From an optimization exercise on the open Yosys and OpenROAD flow, aimed at small area, a short achievable clock period and few clock cycles per item; shortcuts taken in it are not production practice. Where RTL was checked, it was by simulation tests only, not by an equivalence proof against the original.

==> flow/design.v (excerpt) <==
module tec_tick (
    input  wire         clk,
    input  wire         rst,         
    input  wire         start,       
    input  wire         on,          
    input  wire [511:0] temp,        
    input  wire [511:0] w,           
    input  wire [31:0]  b0,
    input  wire [31:0]  b1,
    input  wire [31:0]  b2,
    input  wire [31:0]  a1,
    input  wire [31:0]  a2,
    input  wire [31:0]  off,
    input  wire [31:0]  lo,
    input  wire [31:0]  hi,
    output wire         ready,       
    output reg          done,        
    output reg  [31:0]  mix,
    output wire [31:0]  y
);
Settings: LEC_CHECK=0, ABC_AREA=1, CAP_MARGIN=20, CORE_AREA=5 5 345 345, CTS_BUF_LIST=sky130_fd_sc_hd__clkbuf_4 sky130_fd_sc_hd__clkbuf_8, DIE_AREA=0 0 350 350, PLACE_DENSITY=0.7, SLEW_MARGIN=20; clock period 60.0 ns.
standard.sh (not shown) runs the stock make flow with config.mk's settings and CLKGATE_MAP_FILE= SYNTH_SCRIPT=/design/flow/synth_recipe.tcl, a recipe that flattens the netlist after the stock synthesis.
==> flow/flow/run.sh <==
#!/bin/bash
# Layout flow: the standard ORFS flow (standard.sh), run in two parts:
#  2. placement to the final layout (standard.sh), with
#     - plain buf_1 cells as the port buffers (instead of delay cells);
#     - the port pins placed by flow/pins.tcl before the IO placer runs, so
#       that the port bits feeding one operand-register bit sit together;
#     - a setup-slack target for the timing repair after clock-tree synthesis
#       and after global routing, so that the repair works towards the period
#       the design can reach rather than stopping at the design's 60 ns
#       clock, which every path already meets.
# Each part's full output goes to a log file of its own in this folder.
set -uo pipefail
W=$PWD
export BUFFER_PORTS_ARGS="-buffer_cell sky130_fd_sc_hd__buf_1"
export PRE_IO_PLACEMENT_TCL="$W/flow/pins.tcl"
export SYNTH_KEEP_MODULES=tec_opmux
export MUX_ABC_SCRIPT="$W/flow/abc_mux.script"
export MAIN_ABC_SCRIPT="$W/flow/abc_main.script"
sed -e "s#SYNTH_SCRIPT=[^ ]*#SYNTH_SCRIPT=$W/flow/synth.tcl#" standard.sh > own_synth.sh
grep -q "SYNTH_SCRIPT=$W/flow/synth.tcl" own_synth.sh || exit 1
bash own_synth.sh synth floorplan > flow_1_synth_floorplan.log 2>&1 || exit 1
export SETUP_SLACK_MARGIN=46.5
bash standard.sh > flow_2_place_to_finish.log 2>&1 || exit 1
Other scripts of this flow, unchanged in this note and not shown: flow/flow/abc_main.script, flow/flow/abc_mux.script, flow/flow/pins.tcl, flow/flow/synth.tcl
Next try:
--- a/flow/design.v
+++ b/flow/design.v
@@ -239,32 +239,32 @@
     end
     wire [5:0]  tzs = {1'b0, tza} + {1'b0, tzb};     
     wire signed [10:0] e46 = $signed({3'd0, ea[7:1], ea[0] | ~a_nor})
                            + $signed({3'd0, eb[7:1], eb[0] | ~b_nor}) - 11'sd127;
     wire        [5:0]  lzs = {1'b0, lza} + {1'b0, lzb};
     reg  [5:0]  lsh;
     reg  signed [10:0] e1;
     reg  [10:0] rsh;
-    reg  [5:0]  sw;
+    reg  [6:0]  sw;
     reg  [7:0]  e1c;
     reg         st_hi, st_lo, ovf_hi, ovf_lo;
     always @* begin
         if ($signed({5'd0, lzs}) < e46)
             lsh = lzs;
         else if (e46 > 11'sd1)
             lsh = e46[5:0] - 6'd1;
         else
             lsh = 6'd0;
         e1 = e46 - $signed({5'd0, lsh});
         rsh = (e1 < 11'sd1) ? (11'd1 - e1) : 11'd0;
-        sw  = (rsh > 11'd26) ? 6'd49 : (6'd23 + rsh[5:0] - lsh);   
+        sw  = (rsh > 11'd50) ? 7'd74 : (7'd23 + rsh[6:0] - {1'b0, lsh});
         e1c = (e1 < 11'sd1) ? 8'd1 : e1[7:0];
-        st_hi  = tzs < sw;
-        st_lo  = {1'b0, tzs} + 7'd1 < {1'b0, sw};
+        st_hi  = {1'b0, tzs} < sw;
+        st_lo  = {1'b0, tzs} + 7'd1 < sw;
         ovf_hi = e1 > 11'sd253;
         ovf_lo = e1 > 11'sd254;
     end
     wire [48:0] wfull = {prod, 1'b0} >> sw;
     wire [25:0] wv = wfull[25:0];
     wire        top = wv[25];
     wire [22:0] frac = top ? wv[24:2] : wv[23:1];
     wire        g    = top ? wv[1] : wv[0];
@@ -1387,17 +1387,16 @@
     input  wire [31:0]  lo,
     input  wire [31:0]  hi,
     output wire         ready,       
     output reg          done,        
     output reg  [31:0]  mix,
     output wire [31:0]  y
 );
     reg         idle;
-    reg         rst_r;       
     wire        busy = ~idle;
     reg  [4:0]  c;           
     reg         on_r;
     reg  [31:0] opa, opb, p, acc;
     reg  [31:0] x1, x2, y1, y2;
     assign ready = idle;
     assign y     = y1;
     reg         a_acc, b_acc, b_neg;      
@@ -1452,16 +1451,20 @@
         else if (c == 5'd19)
             acc <= p;                        
         else
             acc <= sum;
         if (rst) begin
             idle <= 1'b1;
             c    <= 5'd0;
             done <= 1'b0;
+            x1   <= 32'h00000000;
+            x2   <= 32'h00000000;
+            y1   <= 32'h00000000;
+            y2   <= 32'h00000000;
         end else begin
             done <= 1'b0;
             if (idle) begin
                 if (start) begin
                     idle <= 1'b0;
                     c    <= 5'd1;
                 end
             end else begin
@@ -1479,23 +1482,16 @@
                     y1   <= y_new;
                     y2   <= y1;
                     idle <= 1'b1;
                     c    <= 5'd0;
                     done <= 1'b1;
                 end
             end
         end
-        rst_r <= rst;
-        if (rst_r) begin
-            x1   <= 32'h00000000;
-            x2   <= 32'h00000000;
-            y1   <= 32'h00000000;
-            y2   <= 32'h00000000;
-        end
     end
 endmodule
 module tec_opmux (
     input  wire [4:0]   c,
     input  wire [511:0] temp,
     input  wire [511:0] w,
     input  wire [31:0]  b0,
     input  wire [31:0]  b1,
=> Final area drops slightly; via count hardly moves; first-iteration DRC count drops by roughly a tenth; critical path depth does not change; die area is unchanged; hold slack gets better by 7.6 ps.
Testbench counts after the change, summed over its fixed seeds: cycles 114,228, ticks 4,800.
The RTL of the first run of this note was laid out without a check of its function.

-- static timing again, ports no longer ideal --
The flow's constraints put no driver on any port. The routed layouts listed below were extracted and timed again, unchanged, in two steps. Step 1, drivers: a clkbuf_16 drives clk and a buf_2 each remaining input, both assumed. Step 2 times the ports against the registers' clock, not the clock port: input delays grow and output delays shrink by t, the midpoint of the rising clock arrivals with the driver on. Three values: ideal, step 1, step 2; two values: the first two.
run | shift t [ns] | slack for setup (ns) | pins driven straight from the clock port
the first run | 0.859 | 46.495 / 46.415 / 45.854 | 1
the second run | 0.843 | 46.503 / 46.424 / 45.781 | 1
After both steps every run listed still meets setup and hold. For the second run, which loses most, drivers alone change the setup slack by -0.079 ns; drivers and shift together by -0.722 ns.
